Context: an optimization exercise on an open-source flow, tuned for small area. The choices shown serve that exercise and are no tape-out recipe. In this exercise RTL edits were held to simulation tests only and were not proved equivalent to the original.

== T ==
## bms_module
module bms_module (
    input  wire        clk,
    input  wire        rst,           
    input  wire        line_in,       
    output reg         line_out,      
    output reg         line_oe,
    input  wire [15:0] meas0,
    input  wire [15:0] meas1,
    input  wire [15:0] meas2,
    input  wire [15:0] meas3,
    input  wire [15:0] meas4,
    input  wire [31:0] ver_sw,
    input  wire [15:0] ver_hw,
    input  wire [31:0] ver_sn,
    output wire [7:0]  my_addr,
    output reg         cmd_valid,
    output wire [7:0]  cmd_addr,
    output wire [2:0]  cmd_op,
    output wire [10:0] cmd_arg,
    output wire        cmd_bcast
);
For scale: about 82 flip-flops, roughly 200 I/O pins.
clock: 10.0 ns
lec_check: 0
cap_margin: 20
core_margin: 2
core_utilization: 40
place_density: 0.6
slew_margin: 20
synth_hierarchical: 1
standard.sh (not shown) runs the stock make flow with config.mk's settings and CLKGATE_MAP_FILE= SYNTH_SCRIPT=/design/flow/synth_recipe.tcl, a recipe that flattens the netlist after the stock synthesis.
==> flow/flow/run.sh <==
#!/bin/bash
# The standard layout (standard synthesis, ORFS steps), with every port
# buffered by the smallest buffer instead of the default pick, the
# synthesized gates taken down to their smallest drive strength after
# floorplan (later repair steps upsize where needed), and a clock tree
# without dummy loads.
set -euo pipefail
export BUFFER_PORTS_ARGS="-buffer_cell sky130_fd_sc_hd__buf_1"
export POST_FLOORPLAN_TCL="$PWD/flow/downsize.tcl"
export CTS_ARGS="-sink_clustering_enable -repair_clock_nets -buf_list sky130_fd_sc_hd__clkbuf_8 -dont_use_dummy_load"
bash standard.sh > standard_flow.log 2>&1
==> flow/flow/downsize.tcl <==
# Swap each combinational cell for the smallest cell of the same family
# (same name but the drive-strength suffix), e.g. nor4_2 -> nor4_1.
# Flip-flops are left alone; later repair steps upsize where needed.
set ds_count 0
set ds_saved 0.0
foreach inst [get_cells *] {
  set m [get_property $inst ref_name]
  if {![regexp {^(sky130_fd_sc_hd__[a-z0-9]+)_([0-9]+)$} $m -> base drv]} { continue }
  if {[regexp {^sky130_fd_sc_hd__(s?e?dfx|dfr|dfs|dfb|edf|sdf|sedf|dl|tap|fill|decap|conb|diode|clk)} $base]} { continue }
  set best $m
  set best_area [get_property [get_lib_cells */$m] area]
  foreach d {0 1 2} {
    set cand ${base}_$d
    set lc [get_lib_cells -quiet */$cand]
    if {$lc == ""} { continue }
    if {[get_property $lc dont_use]} { continue }
    set a [get_property $lc area]
    if {$a < $best_area} { set best $cand; set best_area $a }
  }
  if {$best != $m} {
    set old_area [get_property [get_lib_cells */$m] area]
    replace_cell $inst [get_lib_cells */$best]
    incr ds_count
    set ds_saved [expr {$ds_saved + $old_area - $best_area}]
  }
}
puts "downsize: $ds_count cells, [format %.1f $ds_saved] um2"
T finished every step from synthesis to the final layout, and the layout passed the timing, design-rule and antenna checks.
Edits applied to the flow inputs when going from T to R:
- PLACE_DENSITY: 0.6 -> 0.8
- CORE_UTILIZATION: 40 -> 60
Findings:
R vs T — wire length per cell after detailed routing dropped by a few percent. Changes observed in R relative to T: total non-filler cell area in the finished layout shows a reduction of 130 sq um, met2 demand-to-capacity share in global routing shows an increase of 16 points, non-clock buffer count shows a reduction of 3. Compared with T, R is more frugal on power. Compare R and T | overall track demand over capacity in global routing higher: R. Actual transition at the worst max-transition pin for R is lower than for T. STATUS maximum frequency: R wins against T. Relative to T, the final non-filler cell total of R is lower by 68.

Another version of the RTL of bms_module (not shown whole).
For scale: roughly 580 cells after synthesis, roughly 79 flip-flops, ~200 I/O pins, ~0.0054 mm2 of cells after synthesis.
export LEC_CHECK = 0
export CAP_MARGIN = 20
export CORE_MARGIN = 2
export CORE_UTILIZATION = 60
export GPL_TIMING_DRIVEN = 0
export PLACE_DENSITY = 0.8
export SLEW_MARGIN = 20
export SYNTH_HIERARCHICAL = 1
create_clock -name core_clock -period 10.0 [get_ports {clk}]
==> flow/flow/run.sh <==
#!/bin/bash
# The standard layout (standard synthesis, ORFS steps), with every port
# buffered by the smallest buffer instead of the default pick, the
# synthesized gates taken down to their smallest drive strength and the
# synthesis buffers removed after floorplan (later repair steps upsize or
# buffer where needed), and a clock tree without dummy loads.
set -euo pipefail
export BUFFER_PORTS_ARGS="-buffer_cell sky130_fd_sc_hd__buf_1"
export POST_FLOORPLAN_TCL="$PWD/flow/downsize.tcl"
export CTS_ARGS="-sink_clustering_enable -repair_clock_nets -buf_list sky130_fd_sc_hd__clkbuf_8 -dont_use_dummy_load"
bash standard.sh > standard_flow.log 2>&1
==> flow/flow/downsize.tcl <==
# Swap each combinational cell for the smallest cell of the same family
# (same name but the drive-strength suffix), e.g. nor4_2 -> nor4_1.
# Flip-flops are left alone; later repair steps upsize where needed.
set ds_count 0
set ds_saved 0.0
foreach inst [get_cells *] {
  set m [get_property $inst ref_name]
  if {![regexp {^(sky130_fd_sc_hd__[a-z0-9]+)_([0-9]+)$} $m -> base drv]} { continue }
  if {[regexp {^sky130_fd_sc_hd__(s?e?dfx|dfr|dfs|dfb|edf|sdf|sedf|dl|tap|fill|decap|conb|diode|clk)} $base]} { continue }
  set best $m
  set best_area [get_property [get_lib_cells */$m] area]
  foreach d {0 1 2} {
    set cand ${base}_$d
    set lc [get_lib_cells -quiet */$cand]
    if {$lc == ""} { continue }
    if {[get_property $lc dont_use]} { continue }
    set a [get_property $lc area]
    if {$a < $best_area} { set best $cand; set best_area $a }
  }
  if {$best != $m} {
    set old_area [get_property [get_lib_cells */$m] area]
    replace_cell $inst [get_lib_cells */$best]
    incr ds_count
    set ds_saved [expr {$ds_saved + $old_area - $best_area}]
  }
}
puts "downsize: $ds_count cells, [format %.1f $ds_saved] um2"
# The synthesis buffers go now too (timing-driven placement, which would
# remove them, is off).
remove_buffers
Rerun with:
==> flow/flow/run.sh (replaced) <==
#!/bin/bash
# The standard layout (standard synthesis, ORFS steps), with every port
# buffered by the smallest buffer instead of the default pick, the
# synthesized gates taken down to their smallest drive strength after
# floorplan (later repair steps upsize where needed), and a clock tree
# without dummy loads.
set -euo pipefail
export BUFFER_PORTS_ARGS="-buffer_cell sky130_fd_sc_hd__buf_1"
export POST_FLOORPLAN_TCL="$PWD/flow/downsize.tcl"
export CTS_ARGS="-sink_clustering_enable -repair_clock_nets -buf_list sky130_fd_sc_hd__clkbuf_8 -dont_use_dummy_load"
bash standard.sh > standard_flow.log 2>&1
--- a/flow/flow/downsize.tcl
+++ b/flow/flow/downsize.tcl
@@ -26,5 +26,2 @@
 }
 puts "downsize: $ds_count cells, [format %.1f $ds_saved] um2"
-# The synthesis buffers go now too (timing-driven placement, which would
-# remove them, is off).
-remove_buffers
- CORE_UTILIZATION: 60 -> 75
- GPL_TIMING_DRIVEN: 0 -> unset
- PLACE_DENSITY: 0.8 -> 0.9
Result:
- maximum frequency shrinks by about 3%
- utilization grows by 19 points
- sequential share of layout area is about the same
- via count grows by about 20%
- worst hold slack improves by 0.059 ns
- first-iteration DRC count grows to 3.0 times its value

## afterwards: timing with drivers on the ports
How much do the figures lean on ideal ports? The routed layouts below were timed once more, with nothing changed but the port constraints. Step 1: set_driving_cell puts a clkbuf_16 on clk and a buf_2 on each other input, an assumption about the parent block. Step 2 also shifts input and output timing later by t, the mid clock arrival at the registers, as if the neighbouring blocks saw the same clock. Slacks: no drivers / after step 1 / after step 2; pairs: no drivers / after step 1.
| run | shift t [ns] | setup slack, ns | slew at the worst register clock pin (ns) | worst data-port slew with drivers (ns) | cell pins on the clock port's net |
|---|---|---|---|---|---|
| T | 0.385 | 5.650 / 5.650 / 5.414 | 0.10 / 0.10 | 0.07 | 1 |
| R | 0.372 | 5.742 / 5.742 / 5.428 | 0.09 / 0.09 | 0.06 | 1 |
| the first run of note 2 | 0.367 | 5.404 / 5.404 / 5.404 | 0.09 / 0.09 | 0.05 | 1 |
| the second run of note 2 | 0.382 | 5.255 / 5.255 / 5.214 | 0.09 / 0.09 | 0.06 | 1 |
After both steps setup and hold are still met in every run listed. The setup slack of R, which loses most, moves by 0.000 ns with the drivers and by -0.314 ns with both steps.
